From an optimization exercise on the open Yosys and OpenROAD flow, aimed at small area, a short achievable clock period and few clock cycles; shortcuts taken in it are not production practice.

the reference run:
==> flow/design.v <==
module dani_deframer (
    input  wire         clk,
    input  wire         rst,            
    input  wire         cfg_proto,      
    input  wire [3:0]   cfg_ctrl_hi,    
    input  wire [7:0]   cfg_sq_code,    
    input  wire [27:0]  cfg_rsplen,     
    input  wire         in_valid,
    input  wire [7:0]   in_data,
    output wire         in_ready,
    output reg          out_valid,
    input  wire         out_ready,
    output wire [4:0]   out_len,        
    output wire [143:0] out_frame,      
    output wire [15:0]  out_drops       
);
    localparam BUFN = 18;
    reg [8*BUFN-1:0] buf_q;     
    reg [4:0]        cnt_q;     
    reg [15:0]       drops_q;   
    reg [4:0]        skip_q;    
    reg              sof0_q;    
    reg              proto_q;   
    reg [7:0]        sq_q;      
    reg              hd_drop;   
    reg              hd_cand;   
    reg [3:0]        hd_v;      
    reg [BUFN-1:4]   hd_lt;     
    reg              in_rdy_q;  
    integer i;
    function [BUFN+1:0] hdr_dec;   
        input [7:0] x0, x1, x2;
        input [1:0] p;
        reg         start, hdr, plaus;
        reg  [3:0]  n;
        reg  [BUFN-1:4] lt;
        integer     k;
        begin
            if (!proto_q) begin
                start = (x0 == 8'hAA);
                hdr   = (p >= 2'd2);
                plaus = (x1[7:4] == cfg_ctrl_hi) && (x1[3:0] != 4'd0) && (x1[3:0] <= 4'd9);
                n     = x1[3:0];
            end else begin
                start = (x0[7:1] == 7'b1111101);
                hdr   = (p == 2'd3);
                plaus = 1'b1;
                n     = 4'd0;
                if (!x0[0]) begin
                    case (x2)
                        8'hF6: n = 4'd3;
                        8'hF3: n = 4'd1;
                        8'h83: n = 4'd2;
                        8'h9B: n = 4'd1;
                        8'h96: n = 4'd8;
                        8'h97: n = 4'd8;
                        default: begin
                            if (x2 != sq_q) plaus = 1'b0;
                        end
                    endcase
                end else begin
                    case (x2)
                        8'hF6: n = cfg_rsplen[3:0];
                        8'hF3: n = cfg_rsplen[7:4];
                        8'h83: n = cfg_rsplen[11:8];
                        8'h9B: n = cfg_rsplen[15:12];
                        8'h96: n = cfg_rsplen[19:16];
                        8'h97: n = cfg_rsplen[23:20];
                        default: n = (x2 == sq_q) ? cfg_rsplen[27:24] : 4'hF;
                    endcase
                    plaus = (n != 4'hF);
                end
            end
            for (k = 4; k < BUFN; k = k + 1)
                lt[k] = ({1'b0, n} + (proto_q ? 5'd4 : 5'd5) > k);
            hdr_dec = {((p != 2'd0) && !start) || (start && hdr && !plaus),
                       start && hdr && plaus, n, lt};
        end
    endfunction
    reg [BUFN-1:0] lt_e;        
    reg [7:0]      term [0:BUFN];
    reg [7:0]      chk;
    reg            eof_ok;
    always @(*) begin
        chk    = 8'h00;
        eof_ok = 1'b0;
        for (i = 0; i < BUFN; i = i + 1) begin
            lt_e[i] = (i < 4) || (proto_q ? hd_lt[i] : (i + 1 < BUFN && hd_lt[i+1]));
            if (lt_e[i] && (proto_q || (i != 0 && i != 1 && i != 3)))
                term[i] = buf_q[8*i +: 8];
            else
                term[i] = 8'h00;
            if (i >= 3 && {1'b0, hd_v} == i - 3)
                chk = chk | buf_q[8*i +: 8];
            if (i >= 4 && {1'b0, hd_v} == i - 4 && buf_q[8*i +: 8] == 8'h55)
                eof_ok = 1'b1;
        end
        term[BUFN] = ~{chk[6:0], 1'b0};
    end
    function [15:0] csa;        
        input [7:0] a, b, c;
        begin
            csa = {((a & b) | (a & c) | (b & c)) << 1, a ^ b ^ c};
        end
    endfunction
    wire [15:0] s1_0 = csa(term[0],  term[1],  term[2]);
    wire [15:0] s1_1 = csa(term[3],  term[4],  term[5]);
    wire [15:0] s1_2 = csa(term[6],  term[7],  term[8]);
    wire [15:0] s1_3 = csa(term[9],  term[10], term[11]);
    wire [15:0] s1_4 = csa(term[12], term[13], term[14]);
    wire [15:0] s1_5 = csa(term[15], term[16], term[17]);
    wire [15:0] s2_0 = csa(s1_0[7:0], s1_0[15:8], s1_1[7:0]);
    wire [15:0] s2_1 = csa(s1_1[15:8], s1_2[7:0], s1_2[15:8]);
    wire [15:0] s2_2 = csa(s1_3[7:0], s1_3[15:8], s1_4[7:0]);
    wire [15:0] s2_3 = csa(s1_4[15:8], s1_5[7:0], s1_5[15:8]);
    wire [15:0] s3_0 = csa(s2_0[7:0], s2_0[15:8], s2_1[7:0]);
    wire [15:0] s3_1 = csa(s2_1[15:8], s2_2[7:0], s2_2[15:8]);
    wire [15:0] s3_2 = csa(s2_3[7:0], s2_3[15:8], term[BUFN]);
    wire [15:0] s4_0 = csa(s3_0[7:0], s3_0[15:8], s3_1[7:0]);
    wire [15:0] s4_1 = csa(s3_1[15:8], s3_2[7:0], s3_2[15:8]);
    wire [15:0] s5_0 = csa(s4_0[7:0], s4_0[15:8], s4_1[7:0]);
    wire [15:0] s6_0 = csa(s5_0[7:0], s5_0[15:8], s4_1[15:8]);
    wire sum_ok = ((s6_0[7:0] ^ s6_0[15:8]) == 8'hFF);
    wire win_ok = sum_ok && (proto_q || (eof_ok && buf_q[31:27] == 5'd0));
    wire skipping = (skip_q[4:1] != 4'd0);
    wire [4:0] hd_t = {1'b0, hd_v} + (proto_q ? 5'd4 : 5'd5);    
    wire complete = (cnt_q >= hd_t);
    wire check    = !skipping && hd_cand && complete;
    wire do_emit  = check && win_ok;
    wire do_drop  = !skipping && (hd_drop || (check && !win_ok));
    wire rm_rdy   = skipping && out_valid;
    wire rm_now   = skipping ? !out_valid : (hd_drop || (hd_cand && complete));
    wire remove   = rm_now || (rm_rdy && out_ready);
    assign in_ready = in_rdy_q;
    wire   accept   = in_valid && in_ready;
    wire [1:0] p0 = (cnt_q > 5'd2) ? 2'd3 : cnt_q[1:0];
    wire [1:0] p1 = (cnt_q > 5'd3) ? 2'd3 : (cnt_q == 5'd0) ? 2'd0 : cnt_q[1:0] - 2'd1;
    wire [BUFN+1:0] dec0 = hdr_dec(buf_q[7:0],  buf_q[15:8],  buf_q[23:16], p0);
    wire [BUFN+1:0] dec1 = hdr_dec(buf_q[15:8], buf_q[23:16], buf_q[31:24], p1);
    wire [BUFN+1:0] dec  = remove ? dec1 : dec0;
    reg [BUFN-1:0] ld_in, en;
    always @(*) begin
        for (i = 0; i < BUFN; i = i + 1) begin
            ld_in[i] = (i + 1 >= cnt_q);
            en[i]    = (rm_now || (i >= cnt_q)) || (rm_rdy && out_ready);
        end
    end
    assign out_frame[7:0] = {1'b1, proto_q, 1'b1, proto_q, 1'b1, 1'b0, 1'b1, sof0_q};
    genvar g;
    generate
        for (g = 1; g < 4; g = g + 1) begin : g_out_lo
            assign out_frame[8*g +: 8] = buf_q[8*(g-1) +: 8];
        end
        for (g = 4; g < BUFN; g = g + 1) begin : g_out
            assign out_frame[8*g +: 8] = hd_lt[g] ? buf_q[8*(g-1) +: 8] : 8'h00;
        end
    endgenerate
    assign out_len   = skip_q;
    assign out_drops = drops_q;
    always @(posedge clk) begin
        for (i = 0; i < BUFN; i = i + 1)
            if (en[i])
                buf_q[8*i +: 8] <= (ld_in[i] || i == BUFN - 1) ? in_data : buf_q[8*(i+1) +: 8];
        proto_q <= cfg_proto;
        sq_q    <= cfg_sq_code;
        hd_v    <= dec[BUFN-1:BUFN-4];
        if (!out_valid && !do_emit) hd_lt <= dec[BUFN-5:0];
        if (do_emit) sof0_q <= buf_q[0];
        if (rst) begin
            cnt_q     <= 5'd0;
            in_rdy_q  <= 1'b1;
            drops_q   <= 16'd0;
            skip_q    <= 5'd0;
            out_valid <= 1'b0;
            hd_drop   <= 1'b0;
            hd_cand   <= 1'b0;
        end else begin
            case ({remove, accept})
                2'b10:   cnt_q <= cnt_q - 5'd1;
                2'b01:   cnt_q <= cnt_q + 5'd1;
                default: cnt_q <= cnt_q;
            endcase
            in_rdy_q <= !(((cnt_q == BUFN[4:0]) || (cnt_q == BUFN[4:0] - 5'd1 && accept)) && !remove);
            hd_drop <= dec[BUFN+1];
            hd_cand <= dec[BUFN];
            if (skipping) begin
                if (remove) skip_q <= skip_q - 5'd1;
            end else if (do_emit) begin
                skip_q <= hd_t;
            end
            if (do_drop) begin
                if (drops_q != 16'hFFFF) drops_q <= drops_q + 16'd1;
            end else if (out_valid && out_ready) begin
                drops_q <= 16'd0;
            end
            if (do_emit)
                out_valid <= 1'b1;
            else if (out_ready)
                out_valid <= 1'b0;
        end
    end
endmodule
==> flow/config.mk <==
export PLATFORM = sky130hd
export DESIGN_NAME = dani_deframer
export DESIGN_NICKNAME = dani_deframer
export VERILOG_FILES = /design/flow/design.v
export SDC_FILE = /design/flow/constraint.sdc
export NUM_CORES = 4
export LEC_CHECK = 0
export CAP_MARGIN = 20
export CELL_PAD_IN_SITES_DETAIL_PLACEMENT = 2
export CELL_PAD_IN_SITES_GLOBAL_PLACEMENT = 2
export CORE_MARGIN = 2
export CORE_UTILIZATION = 30
export PLACE_DENSITY = 0.5
export SLEW_MARGIN = 20
==> flow/constraint.sdc <==
create_clock -name core_clock -period 28.0 [get_ports {clk}]
set_input_delay 5.6000 -clock core_clock [delete_from_list [all_inputs] [get_ports {clk}]]
set_output_delay 5.6000 -clock core_clock [all_outputs]
set_load 0.01 [all_outputs]
standard.sh (not shown) runs the stock make flow with config.mk's settings and CLKGATE_MAP_FILE= SYNTH_SCRIPT=/design/flow/synth_recipe.tcl, a recipe that flattens the netlist after the stock synthesis.
==> flow/flow/run.sh <==
#!/bin/bash
# Standard layout, except that the port buffers are the small
# sky130_fd_sc_hd__buf_1 instead of the cell buffer_ports picks by itself.
set -euo pipefail
export BUFFER_PORTS_ARGS="-buffer_cell sky130_fd_sc_hd__buf_1"
bash standard.sh > standard.log 2>&1
The reference run: flow completed, timing, DRC and antenna clean
> inputs changed (the reference run -> the trial run)
==> flow/run.sh (new file) <==
#!/bin/bash
# synth_recipe.tcl (not shown) runs the flow's synth.tcl, then flattens the netlist and writes it again
# the make line also repeats each setting of config.mk as NAME=value (left out here)
make -C /OpenROAD-flow-scripts/flow DESIGN_CONFIG=/design/flow/config.mk WORK_HOME=/design/flow/orfs CLKGATE_MAP_FILE= SYNTH_SCRIPT=/design/flow/synth_recipe.tcl finish
removed: flow/flow/run.sh
removed: flow/standard.sh
Results
Clock-cell share of area was higher in the run labelled the reference run.
| maximum clock frequency | higher: the reference run |
Reported for the trial run and the reference run, count of unresolved DRC violations after routing turned out identical to the last digit.
Of the two values seen for cell with the largest stage delay on the worst path, o21ai_0 was produced by the trial run and mux2i_1 by the reference run.
The trial run against the reference run: number of port buffers was more or less identical, area of all placed cells without fillers went up by 1300 µm², setup slack went down by 0.11 ns, post-place setup slack went down by 0.44 ns.
No functional check of the RTL was part of any run of this note.

## afterwards: timing with drivers on the ports
Ports are ideal in the flow. The routed layouts listed here were re-timed in OpenROAD.
Step 1 sets driving cells, clkbuf_16 on the clock port and buf_2 on the other inputs (assumed; they add their load-dependent delay and slew).
Step 2, shift: input delay + t, output delay - t, t = (earliest + latest rising clock arrival at the registers) / 2. This alone moves slack from input paths to output paths.
a / b / c = ideal ports / drivers / drivers and shift; a / b = the first two.
| run | t, ns | setup slack, ns | worst hold slack (ns) | worst data-port slew with drivers (ns) | cell pins on the clock port's net |
|---|---|---|---|---|---|
| the reference run | 0.645 | 19.480 / 19.480 / 19.237 | 0.526 / 0.526 / 0.526 | 0.06 | 1 |
| the trial run | 0.642 | 19.366 / 19.406 / 18.764 | 0.536 / 0.536 / 0.536 | 0.04 | 1 |
After both steps setup and hold are still met in every run listed. The setup slack of the trial run, which loses most, moves by +0.040 ns with the drivers and by -0.602 ns with both steps.
